Background: an optimization exercise with open tools, aiming at small area, a short achievable clock period and few clock cycles. Do not read the settings as production practice.
Only simulation tests tie the RTL to the original design; equivalence was not proved.
Power is estimated from default activity; no workload was simulated.

<file path="flow/design.v">
module csx_core (
    input  wire        clk,
    input  wire        rst,       
    input  wire        req,
    input  wire        we,
    input  wire [7:0]  sel,
    input  wire [15:0] wdata,
    output wire        ack,
    output wire [15:0] rdata
);
    reg [7:0]  txt [0:33];
    reg [5:0]  tlen;
    reg [7:0]  buff [0:17];
    reg [7:0]  sum;
    reg [10:0] status;            
    reg [7:0]  f_gap, f_outl, f_red, f_green, f_blue, f_alpha;
    reg [6:0]  f_splitdist;
    reg        f_recoil;
    reg [7:0]  f_fgap;
    reg [2:0]  f_color;
    reg        f_drawoutl;
    reg [3:0]  f_inner, f_outer, f_ratio;
    reg [7:0]  f_thick;
    reg [2:0]  f_style;
    reg        f_dot, f_guwv, f_usealpha, f_t;
    reg [12:0] f_size;
    reg        ack_r;
    reg [12:0] rdata_r;
    assign ack   = ack_r;
    assign rdata = {3'b000, rdata_r};
    localparam [3:0] S_IDLE = 4'd0,
                     S_PACK = 4'd1,
                     S_CKG  = 4'd2,
                     S_B2T  = 4'd3,
                     S_CLRB = 4'd4,
                     S_MAC  = 4'd5,
                     S_CKV  = 4'd6,
                     S_UNPK = 4'd7,
                     S_MACH = 4'd8;
    localparam [7:0] SEL_TLEN   = 8'h22,
                     SEL_SUM    = 8'h48,
                     SEL_STATUS = 8'h70,
                     SEL_CMD    = 8'h71;
    localparam [2:0] E_FORMAT = 3'd1,
                     E_CODE   = 3'd2,
                     E_RANGE  = 3'd3,
                     E_ILLCMD = 3'd4;
    reg [3:0] state;
    reg       composite;         
    reg [5:0] cnt;               
    wire idle    = (state == S_IDLE);
    wire first   = idle && req && !ack_r;         
    wire is_cmd  = first && we && (sel == SEL_CMD);
    wire host_wr = first && we && (sel != SEL_CMD);
    wire [7:0] isel  = (state == S_B2T) ? (8'h30 + {3'd0, cnt[5:1]}) : {2'b00, cnt};
    wire [7:0] rsel  = idle ? sel : isel;
    wire [7:0] rboff = rsel - 8'h30;
    reg  [12:0] rmux;
    always @* begin
        rmux = 13'd0;
        if (rsel <= 8'h21)
            rmux = {5'd0, txt[rsel[5:0]]};
        else if (rsel == SEL_TLEN)
            rmux = {7'd0, tlen};
        else if (rsel >= 8'h30 && rsel <= 8'h41)
            rmux = {5'd0, buff[rboff[4:0]]};
        else begin
            case (rsel)
            SEL_SUM:    rmux = {5'd0, sum};
            8'h50:      rmux = {5'd0, f_gap};
            8'h51:      rmux = {5'd0, f_outl};
            8'h52:      rmux = {5'd0, f_red};
            8'h53:      rmux = {5'd0, f_green};
            8'h54:      rmux = {5'd0, f_blue};
            8'h55:      rmux = {5'd0, f_alpha};
            8'h56:      rmux = {6'd0, f_splitdist};
            8'h57:      rmux = {12'd0, f_recoil};
            8'h58:      rmux = {5'd0, f_fgap};
            8'h59:      rmux = {10'd0, f_color};
            8'h5A:      rmux = {12'd0, f_drawoutl};
            8'h5B:      rmux = {9'd0, f_inner};
            8'h5C:      rmux = {9'd0, f_outer};
            8'h5D:      rmux = {9'd0, f_ratio};
            8'h5E:      rmux = {5'd0, f_thick};
            8'h5F:      rmux = {10'd0, f_style};
            8'h60:      rmux = {12'd0, f_dot};
            8'h61:      rmux = {12'd0, f_guwv};
            8'h62:      rmux = {12'd0, f_usealpha};
            8'h63:      rmux = {12'd0, f_t};
            8'h64:      rmux = f_size;
            SEL_STATUS: rmux = {2'd0, status};
            default:    rmux = 13'd0;
            endcase
        end
    end
    function [6:0] aidx;     
        input [7:0] c;
        begin
            if (c >= 8'h41 && c <= 8'h5A)      aidx = {1'b1, c[5:0] - 6'h01};
            else if (c >= 8'h61 && c <= 8'h7A) aidx = {1'b1, c[5:0] - 6'h21 + 6'd26};
            else if (c >= 8'h30 && c <= 8'h39) aidx = {1'b1, c[5:0] - 6'h30 + 6'd52};
            else                               aidx = 7'd0;
        end
    endfunction
    function [7:0] achar;
        input [5:0] d;
        begin
            if (d < 6'd26)      achar = 8'h41 + {2'b00, d};
            else if (d < 6'd52) achar = 8'h61 + {2'b00, d - 6'd26};
            else                achar = 8'h30 + {2'b00, d - 6'd52};
        end
    endfunction
    function [5:0] ppos;
        input [4:0] k;
        begin
            ppos = 6'd5 + {1'b0, k} + {1'b0, k / 5'd5};
        end
    endfunction
    localparam [199:0] KEY_2P144 = {
        8'h43, 8'h49, 8'h7A, 8'h74, 8'h58, 8'hB2, 8'h4D, 8'h52, 8'h47, 8'h48,
        8'h45, 8'h45, 8'h54, 8'h63, 8'h62, 8'h47, 8'h5A, 8'h76, 8'h4F, 8'h61,
        8'hB7, 8'h45, 8'h62, 8'h6D, 8'h51};
    reg         wf_text;
    reg [199:0] keys;
    reg [6:0]   chk_idx;
    reg [7:0]   ch;
    integer     p;
    always @* begin
        wf_text = (tlen == 6'd34) &&
                  (txt[0] == 8'h43) && (txt[1] == 8'h53) &&
                  (txt[2] == 8'h47) && (txt[3] == 8'h4F);
        for (p = 0; p < 5; p = p + 1)
            if (txt[4 + 6 * p] != 8'h2D) wf_text = 1'b0;
        for (p = 0; p < 25; p = p + 1) begin
            ch = txt[5 + p + p / 5];
            chk_idx = aidx(ch);
            if (!chk_idx[6]) wf_text = 1'b0;
            keys[8 * p +: 8] = {(ch[7:4] == 4'h3), ch[6:0]};
        end
    end
    wire t2b_ovf = (keys >= KEY_2P144);
    wire [6:0]   cur_digit = aidx(rmux[7:0]);
    wire [5:0]   d1        = cur_digit[5:0] + 6'd1;
    wire [143:0] bufv;
    genvar gi;
    generate
        for (gi = 0; gi < 18; gi = gi + 1) begin : g_bufv
            assign bufv[143 - 8 * gi -: 8] = buff[gi];
        end
    endgenerate
    reg  [5:0]  mac_s;
    reg         mac_c;
    wire [71:0] lo_a = {bufv[65:0], d1};
    wire [71:0] lo_b = {~bufv[70:0], 1'b1};
    wire [71:0] hi_a = {bufv[137:72], mac_s};
    wire [71:0] hi_b = ~{bufv[142:72], mac_s[5]};
    reg  [71:0] lo_s, hi_s;
    reg  [72:0] lo_c, hi_c;
    integer     m;
    always @* begin
        lo_c[0] = 1'b0;
        hi_c[0] = mac_c;
        for (m = 0; m < 72; m = m + 1) begin
            lo_s[m]   = lo_a[m] ^ lo_b[m] ^ lo_c[m];
            lo_c[m+1] = (lo_a[m] & lo_b[m]) | (lo_a[m] & lo_c[m]) | (lo_b[m] & lo_c[m]);
            hi_s[m]   = hi_a[m] ^ hi_b[m] ^ hi_c[m];
            hi_c[m+1] = (hi_a[m] & hi_b[m]) | (hi_a[m] & hi_c[m]) | (hi_b[m] & hi_c[m]);
        end
    end
    wire [143:0] mac = {hi_s, lo_s};
    wire       mac_last = (cnt == 6'd5);
    wire [5:0] cnt_dn   = (cnt == 6'd29 || cnt == 6'd23 || cnt == 6'd17 || cnt == 6'd11)
                          ? cnt - 6'd2 : cnt - 6'd1;
    wire [3:0] nib   = cnt[0] ? rmux[3:0] : rmux[7:4];
    wire       b2t_first = (cnt == 6'd0);
    wire       b2t_last  = (cnt == 6'd35);
    reg  [5:0] dg [0:24];
    reg        cy, co;
    integer    k, st;
    always @* begin
        for (k = 0; k < 25; k = k + 1)
            dg[k] = b2t_first ? 6'd0 : txt[5 + k + k / 5][5:0];
        for (st = 3; st >= 0; st = st - 1) begin
            cy = nib[st];
            for (k = 0; k < 25; k = k + 1) begin
                co    = dg[k][5] | (&dg[k][4:0]);
                dg[k] = {dg[k][4:0] + {4'd0, co}, cy};
                cy    = co;
            end
        end
    end
    function [15:0] csa;     
        input [7:0] a, b, c;
        begin
            csa[15:8] = a ^ b ^ c;
            csa[7:0]  = {(a[6:0] & b[6:0]) | (a[6:0] & c[6:0]) | (b[6:0] & c[6:0]), 1'b0};
        end
    endfunction
    wire [15:0] k1 = csa(buff[1],  buff[2],  buff[3]);
    wire [15:0] k2 = csa(buff[4],  buff[5],  buff[6]);
    wire [15:0] k3 = csa(buff[7],  buff[8],  buff[9]);
    wire [15:0] k4 = csa(buff[10], buff[11], buff[12]);
    wire [15:0] k5 = csa(buff[13], buff[14], buff[15]);
    wire [15:0] k6 = csa(k1[15:8], k1[7:0], k2[15:8]);
    wire [15:0] k7 = csa(k2[7:0],  k3[15:8], k3[7:0]);
    wire [15:0] k8 = csa(k4[15:8], k4[7:0], k5[15:8]);
    wire [15:0] k9 = csa(k6[15:8], k6[7:0], k7[15:8]);
    wire [15:0] ka = csa(k7[7:0],  k8[15:8], k8[7:0]);
    wire [15:0] kb = csa(k9[15:8], k9[7:0], ka[15:8]);
    wire [15:0] kc = csa(kb[15:8], kb[7:0], ka[7:0]);
    wire [15:0] kd = csa(kc[15:8], kc[7:0], k5[7:0]);
    wire [15:0] ke = csa(kd[15:8], kd[7:0], buff[16]);
    wire [15:0] kf = csa(ke[15:8], ke[7:0], buff[17]);
    wire [7:0]  ck15 = kd[15:8] + kd[7:0];
    wire [7:0]  ck17 = kf[15:8] + kf[7:0];
    function [6:0] range_check;    
        input [7:0] outl;
        input [3:0] inner, outer, ratio;
        input [7:0] thick;
        input [2:0] style;
        begin
            if (outl > 8'd6)         range_check = {1'b1, 1'b1, 5'd1};
            else if (inner > 4'd10)  range_check = {1'b1, 1'b1, 5'd11};
            else if (outer < 4'd3)   range_check = {1'b1, 1'b0, 5'd12};
            else if (outer > 4'd10)  range_check = {1'b1, 1'b1, 5'd12};
            else if (ratio > 4'd10)  range_check = {1'b1, 1'b1, 5'd13};
            else if (thick > 8'd63)  range_check = {1'b1, 1'b1, 5'd14};
            else if (style > 3'd5)   range_check = {1'b1, 1'b1, 5'd15};
            else                     range_check = 7'd0;
        end
    endfunction
    wire [6:0] unpk_chk = range_check(buff[3], buff[10][7:4], buff[11][3:0],
                                      buff[11][7:4], buff[12], buff[13][3:1]);
    wire [6:0] pack_chk = range_check(f_outl, f_inner, f_outer, f_ratio,
                                      f_thick, f_style);
    wire [7:0] cw   = wdata[7:0];
    wire       done = ack_r && req;       
    integer i;
    always @(posedge clk) begin
        rdata_r <= rmux;
        if (rst) begin
            state  <= S_IDLE;
            status <= 11'd0;
            ack_r  <= 1'b0;
        end else begin
            if (done) ack_r <= 1'b0;
            case (state)
            S_IDLE: begin
                if (first && !is_cmd) ack_r <= 1'b1;
                if (host_wr) begin
                    for (i = 0; i < 34; i = i + 1)
                        if (sel == i) txt[i] <= wdata[7:0];
                    for (i = 0; i < 18; i = i + 1)
                        if (sel == 8'h30 + i) buff[i] <= wdata[7:0];
                    if (sel == SEL_TLEN) tlen <= wdata[5:0];
                    begin
                        case (sel)
                        8'h50: f_gap       <= wdata[7:0];
                        8'h51: f_outl      <= wdata[7:0];
                        8'h52: f_red       <= wdata[7:0];
                        8'h53: f_green     <= wdata[7:0];
                        8'h54: f_blue      <= wdata[7:0];
                        8'h55: f_alpha     <= wdata[7:0];
                        8'h56: f_splitdist <= wdata[6:0];
                        8'h57: f_recoil    <= wdata[0];
                        8'h58: f_fgap      <= wdata[7:0];
                        8'h59: f_color     <= wdata[2:0];
                        8'h5A: f_drawoutl  <= wdata[0];
                        8'h5B: f_inner     <= wdata[3:0];
                        8'h5C: f_outer     <= wdata[3:0];
                        8'h5D: f_ratio     <= wdata[3:0];
                        8'h5E: f_thick     <= wdata[7:0];
                        8'h5F: f_style     <= wdata[2:0];
                        8'h60: f_dot       <= wdata[0];
                        8'h61: f_guwv      <= wdata[0];
                        8'h62: f_usealpha  <= wdata[0];
                        8'h63: f_t         <= wdata[0];
                        8'h64: f_size      <= wdata[12:0];
                        default: ;
                        endcase
                    end
                end
                if (is_cmd) begin
                    composite <= (cw == 8'h04) || (cw == 8'h08);
                    ack_r     <= 1'b1;          
                    if (status[2:0] != 3'd0) begin
                        if (cw == 8'h09) status <= 11'd0;
                    end else begin
                        case (cw)
                        8'h01, 8'h04: begin
                            if (!wf_text)
                                status <= {8'd0, E_FORMAT};
                            else if (t2b_ovf)
                                status <= {6'd0, 2'd1, E_CODE};
                            else begin
                                state <= S_CLRB;
                                ack_r <= 1'b0;
                            end
                        end
                        8'h02: state <= S_CKV;
                        8'h03: state <= S_UNPK;
                        8'h05, 8'h08: begin
                            if (pack_chk[6])
                                status <= {pack_chk[5], pack_chk[4:0], 2'd0, E_RANGE};
                            else begin
                                state <= S_PACK;
                                ack_r <= (cw == 8'h05);
                            end
                        end
                        8'h06: state <= S_CKG;
                        8'h07: begin
                            state <= S_B2T;
                            ack_r <= 1'b0;
                        end
                        8'h09:   status <= 11'd0;
                        default: status <= {8'd0, E_ILLCMD};
                        endcase
                    end
                    cnt <= 6'd0;
                end
            end
            S_PACK: begin
                buff[0]  <= 8'h00;
                buff[1]  <= 8'h01;
                buff[2]  <= f_gap;
                buff[3]  <= f_outl;
                buff[4]  <= f_red;
                buff[5]  <= f_green;
                buff[6]  <= f_blue;
                buff[7]  <= f_alpha;
                buff[8]  <= {f_recoil, f_splitdist};
                buff[9]  <= f_fgap;
                buff[10] <= {f_inner, f_drawoutl, f_color};
                buff[11] <= {f_ratio, f_outer};
                buff[12] <= f_thick;
                buff[13] <= {f_t, f_usealpha, f_guwv, f_dot, f_style, 1'b0};
                buff[14] <= f_size[7:0];
                buff[15] <= {3'b000, f_size[12:8]};
                buff[16] <= 8'h00;
                buff[17] <= 8'h00;
                state    <= composite ? S_CKG : S_IDLE;
            end
            S_CKG: begin
                sum     <= ck17;
                buff[0] <= ck17;
                state   <= composite ? S_B2T : S_IDLE;
                cnt     <= 6'd0;
            end
            S_B2T: begin
                for (k = 0; k < 25; k = k + 1)
                    txt[5 + k + k / 5] <= b2t_last ? achar(dg[k]) : {2'b00, dg[k]};
                if (b2t_first) begin
                    txt[0] <= 8'h43;
                    txt[1] <= 8'h53;
                    txt[2] <= 8'h47;
                    txt[3] <= 8'h4F;
                    for (i = 0; i < 5; i = i + 1)
                        txt[4 + 6 * i] <= 8'h2D;
                    tlen <= 6'd34;
                end
                cnt <= cnt + 6'd1;
                if (cnt == 6'd34) ack_r <= 1'b1;
                if (b2t_last) state <= S_IDLE;
            end
            S_CLRB: begin
                for (i = 0; i < 18; i = i + 1)
                    buff[i] <= 8'h00;
                mac_s <= 6'd0;
                mac_c <= 1'b1;
                cnt   <= 6'd33;
                state <= S_MAC;
            end
            S_MAC: begin
                for (i = 0; i < 18; i = i + 1)
                    buff[i] <= mac[143 - 8 * i -: 8];
                mac_s <= bufv[71:66];
                mac_c <= lo_c[72];
                cnt   <= cnt_dn;
                if (mac_last) begin
                    state <= S_MACH;
                    if (!composite) ack_r <= 1'b1;
                end
            end
            S_MACH: begin
                for (i = 0; i < 9; i = i + 1)
                    buff[i] <= mac[143 - 8 * i -: 8];
                if (composite) begin
                    state <= S_CKV;
                    ack_r <= 1'b1;
                end else
                    state <= S_IDLE;
            end
            S_CKV: begin
                sum <= ck15;
                if (buff[0] != ck15) begin
                    status <= {6'd0, 2'd2, E_CODE};
                end else if (composite) begin
                    if (unpk_chk[6])
                        status <= {unpk_chk[5], unpk_chk[4:0], 2'd0, E_RANGE};
                    else begin
                        f_gap       <= buff[2];
                        f_outl      <= buff[3];
                        f_red       <= buff[4];
                        f_green     <= buff[5];
                        f_blue      <= buff[6];
                        f_alpha     <= buff[7];
                        f_splitdist <= buff[8][6:0];
                        f_recoil    <= buff[8][7];
                        f_fgap      <= buff[9];
                        f_color     <= buff[10][2:0];
                        f_drawoutl  <= buff[10][3];
                        f_inner     <= buff[10][7:4];
                        f_outer     <= buff[11][3:0];
                        f_ratio     <= buff[11][7:4];
                        f_thick     <= buff[12];
                        f_style     <= buff[13][3:1];
                        f_dot       <= buff[13][4];
                        f_guwv      <= buff[13][5];
                        f_usealpha  <= buff[13][6];
                        f_t         <= buff[13][7];
                        f_size      <= {buff[15][4:0], buff[14]};
                    end
                end
                state <= S_IDLE;
            end
            S_UNPK: begin
                if (unpk_chk[6]) begin
                    status <= {unpk_chk[5], unpk_chk[4:0], 2'd0, E_RANGE};
                end else begin
                    f_gap       <= buff[2];
                    f_outl      <= buff[3];
                    f_red       <= buff[4];
                    f_green     <= buff[5];
                    f_blue      <= buff[6];
                    f_alpha     <= buff[7];
                    f_splitdist <= buff[8][6:0];
                    f_recoil    <= buff[8][7];
                    f_fgap      <= buff[9];
                    f_color     <= buff[10][2:0];
                    f_drawoutl  <= buff[10][3];
                    f_inner     <= buff[10][7:4];
                    f_outer     <= buff[11][3:0];
                    f_ratio     <= buff[11][7:4];
                    f_thick     <= buff[12];
                    f_style     <= buff[13][3:1];
                    f_dot       <= buff[13][4];
                    f_guwv      <= buff[13][5];
                    f_usealpha  <= buff[13][6];
                    f_t         <= buff[13][7];
                    f_size      <= {buff[15][4:0], buff[14]};
                end
                state <= S_IDLE;
            end
            default: state <= S_IDLE;
            endcase
        end
    end
endmodule
</file>
<file path="flow/run.sh">
#!/bin/bash
# synth_recipe.tcl (not shown) runs the flow's synth.tcl, then flattens the netlist and writes it again
# the make line also repeats each setting of config.mk as NAME=value (left out here)
make -C /OpenROAD-flow-scripts/flow DESIGN_CONFIG=/design/flow/config.mk WORK_HOME=/design/flow/orfs CLKGATE_MAP_FILE= SYNTH_SCRIPT=/design/flow/synth_recipe.tcl finish
</file>
<file path="flow/config.mk">
export PLATFORM = sky130hd
export DESIGN_NAME = csx_core
export DESIGN_NICKNAME = csx_core
export VERILOG_FILES = /design/flow/design.v
export SDC_FILE = /design/flow/constraint.sdc
export NUM_CORES = 4
export LEC_CHECK = 0
export CAP_MARGIN = 20
export CORE_MARGIN = 2
export CORE_UTILIZATION = 40
export PLACE_DENSITY = 0.6
export SLEW_MARGIN = 20
</file>
<file path="flow/constraint.sdc">
create_clock -name core_clock -period 200.0 [get_ports {clk}]
set_input_delay 40.0000 -clock core_clock [delete_from_list [all_inputs] [get_ports {clk}]]
set_output_delay 40.0000 -clock core_clock [all_outputs]
set_load 0.01 [all_outputs]
</file>
==> flow_summary.json <==
{
  "outcome": "complete, no violations",
  "drtAntennaViolNets": 0,
  "critPathLaunch": "sel[3]",
  "wire_per_inst_um": 31.2,
  "layout.nets": 7218,
  "place_area_mm2": 0.0616,
  "synth_most_common_cell": "nand2_1",
  "r2r_setup_slack_ns": 164.47,
  "fillers": 14300,
  "slowest_stage": "clkdlybuf4s50_1",
  "grt_first_pass_wirelength_mm": 378,
  "tns_ns": 0,
  "cts-root-buf": "clkbuf_16",
  "drive_above_1_share_pct": 5.61,
  "die_h_um": 388,
  "fin_crit_ns": 73.84,
  "grtUsageTotal_pct": 34.1,
  "min_path_type": "reg -> reg",
  "start_kind": "input pin",
  "fp.dieW_um": 388,
  "cts_tree": "done",
  "cts.sink_count": 581,
  "antenna_found_initial": 15,
  "insertion_delay_ns": 0.68,
  "overflow": 0,
  "met3_usage_pct": 9.87,
  "ir_drop_mv": 0.00634,
  "ys_top_cells_by_count": "nand2_1 (643), edfxtp_1 (552), ha_1 (464)",
  "grt_max_degree": 93,
  "final_cell_area_mm2": 0.0640,
  "core_region_area_mm2": 0.147,
  "clkTransAtPathRegs_ns": 0.06,
  "worstMarginPinSlew_ns": 1.32,
  "hold_viol": 0,
  "arrival_ns": 74.31,
  "syn_to_final_growth_pct": 8.22,
  "cts_buffers": 71,
  "reg2reg_depth": 94,
  "cellLeakagePower_nw": 24.4,
  "regArea_mm2": 0.0172,
  "start_util_pct": 40.1,
  "clk_path_buf_depth": 3,
  "place_inst": 8348,
  "yosysWarnings": 4,
  "cp-endpoint": "buff[9][7]",
  "io_pins": 45,
  "postCtsHoldBufs": 0,
  "path_class": "in -> reg",
  "clock_skew_ns": 0.0331,
  "io_buffers": 38,
  "yosysUniqueCellTypes": 115,
  "rsz0062_at_grt": "no",
  "period_share_pct": 36.9,
  "cpMostUsedCell": "fa_1",
  "dpl.hpwl_mm": 204,
  "critPathCaptureType": "register",
  "rr_startpoint": "state[1]",
  "globalplace.congestion": 1.09,
  "max_slew_margin_pct": 11.9,
  "power.density_mw_per_mm2": 4.68,
  "ys_top_cells_by_area": "edfxtp_1 (28%), ha_1 (9.8%), fa_1 (7.9%)",
  "via_per_inst": 6.63,
  "max_stage_delay_ns": 0.84,
  "drt_iter0_markers": 7973,
  "multi_input_area_mm2": 0.0392,
  "synth-seq-cells": 581,
  "synth_top_cell_area_share_pct": 28.0,
  "yosysSeqAreaShare_pct": 29.0,
  "crit_fanout": 44,
  "htree_levels": 3,
  "syn_inst": 6608,
  "max_freq_ghz": 0.0135,
  "ctsResizeCount": 0,
  "use_met1_pct": 43.6,
  "synthDominantAreaCellType": "edfxtp_1",
  "synth_area_per_cell_um2": 8.95,
  "vias": 56300,
  "post_cts_buffers": 0,
  "synth-main-ff-cell": "edfxtp_1",
  "worstPathRequired_ns": 200.47,
  "row_count": 141,
  "ys_async_sr_fraction_pct": 0,
  "drcViolationCount": 0,
  "grt_pass1_vias": 53300,
  "synth_edf_count": 552,
  "dieArea_mm2": 0.151,
  "grtUsageMet2_pct": 50.5,
  "final_cells": 8485,
  "drv_cap": 0,
  "firstDrtPassIters": 6,
  "syn_area_mm2": 0.0591,
  "drv_slew": 0,
  "top_usage_layer": "met2",
  "r2r_end": "buff[9][7]",
  "setup_viol": 0,
  "finalWirelength_mm": 265
}
[routing by layer]
layer  part of all wire (%)  vias to the layer above
li1                       -                    24200
met1                     39                    27600
met2                     42                     3552
met3                     12                      911
met4                    7.6                       18
met5                  0.070                        -
[cell type report]
class | count | share of cell area, %
diodes | 8 | 0.0313
well taps | 1930 | 3.77
inverters | 397 | 2.34
repair buffers | 158 | 2.02
clock inverters | 37 | 0.683
multi-input cells | 5283 | 61.3
clock buffers | 91 | 3.03
flip-flops and latches | 581 | 26.8
[through the flow]
| step | util [%] | hold WS, ns | worst slack, ns | power, mW |
|---|---|---|---|---|
| floorplan | - | 0.430 | 130.16 | 0.151 |
| global placement | 41.8 | 0.454 | 126.24 | 0.163 |
| detailed placement | 41.8 | 0.451 | 126.06 | 0.164 |
| CTS | 43.4 | 0.466 | 126.63 | 0.298 |
| global route | 43.4 | 0.502 | 125.48 | 0.304 |
| finish | 43.4 | 0.468 | 126.16 | 0.299 |
[sequential cells by signal, summed over array words and instances, names as in the netlist, 4 cells and up]
| signal | flops |
|---|---|
| f_alpha | 8 |
| f_ratio | 4 |
| state | 4 |
| f_size | 13 |
| f_gap | 8 |
| txt | 272 |
| f_red | 8 |
| cnt | 6 |
| mac_s | 6 |
| f_blue | 8 |
| sum | 8 |
| f_outl | 8 |
| f_outer | 4 |
| rdata_r | 13 |
| f_thick | 8 |
| tlen | 6 |
| f_fgap | 8 |
| f_inner | 4 |
| buff | 144 |
| f_green | 8 |
| f_splitdist | 7 |
| status | 11 |
[report_power, final]
group	switching, mW	internal (mW)
clock network	0.0568	0.0802
logic	0.0208	0.00840
registers	0.000191	0.133
total	0.0777	0.222
[cells by family (layout without fill, tap and decap cells)]
kind of cell / after synthesis / after routing / synth area share [%]
and+or+nand+nor: 2005 / 2005 / 16.6
AOI/OAI and AO/OA: 1962 / 1962 / 22.3
xor gates and xnor gates: 578 / 578 / 8.56
muxes: 37 / 37 / 0.684
DFF: 581 / 581 / 29.0
buffers and inverters: 746 / 683 / 5.03
adders and majority gates: 698 / 698 / 17.7
other: 1 / 11 / 0.00634
[cell usage in the layout, fill, tap and decap left out, types with 34 or more instances in the layout]
| master | Yosys | routed |
|---|---|---|
| a31oi_1 | 124 | 124 |
| o21ai_0 | 422 | 419 |
| a221o_1 | 62 | 62 |
| and2_1 | 102 | 101 |
| nand3_1 | 242 | 241 |
| o31ai_1 | 40 | 40 |
| nor2_1 | 432 | 418 |
| xnor2_1 | 278 | 278 |
| nand2_1 | 643 | 640 |
| and4_1 | 62 | 62 |
| or3_1 | 40 | 40 |
| nor3_1 | 131 | 127 |
| xor2_1 | 300 | 300 |
| nor4_1 | 37 | 34 |
| buf_4 | 20 | 117 |
| and3_1 | 65 | 63 |
| nand4_1 | 52 | 52 |
| a21oi_1 | 402 | 401 |
| o32ai_1 | 36 | 36 |
| nand2b_1 | 59 | 59 |
| o311ai_0 | 37 | 36 |
| o21a_1 | 35 | 34 |
| inv_1 | 391 | 391 |
| a21o_1 | 143 | 143 |
| a22oi_1 | 185 | 185 |
| clkbuf_16 | 0 | 74 |
| fa_1 | 234 | 234 |
| ha_1 | 464 | 464 |
| clkdlybuf4s50_1 | 0 | 38 |
| edfxtp_1 | 552 | 552 |
| o22ai_1 | 56 | 56 |
| o211ai_1 | 63 | 63 |
[critical path: cells and delay by family]
family	cells	cell delay (ns)
compound gates	10	2.62
buf+inv	5	1.83
simple gates	9	2.70
fa+ha+maj	70	27.04
[worst min path at each step]
stage | from | to | slack (ns) | cells past startpoint
CTS | status[9] | status[9] | 0.47 | 1
finish | status[9] | status[9] | 0.47 | 1
detailed placement | status[9] | status[9] | 0.45 | 1
global placement | status[9] | status[9] | 0.45 | 1
floorplan | status[9] | status[9] | 0.43 | 1
global route | status[9] | status[9] | 0.50 | 1
Testbench counts, summed over its fixed seeds: cycles 18,816.

## re-timing with driven ports
No port has a modelled driver above. Below, the same layout with a new extraction and two added sets of constraints.
Step 1: set_driving_cell puts a clkbuf_16 on clk and a buf_2 on each other input, an assumption about the parent block.
Step 2 moves the port delays by t, midway between the first and last clock arrival at a register: inputs arrive t later, outputs are due t later. That takes back most of the time a late clock gives input paths.
a / b / c = ideal / step 1 / step 2; a / b = the first two.
t, ns: 0.738
setup WS [ns]: 126.163 / 126.204 / 125.466
worst data-port slew with drivers (ns): 0.15
After both steps this run still meets setup and hold. For this run, drivers alone change the setup slack by +0.041 ns; drivers and shift together by -0.697 ns.
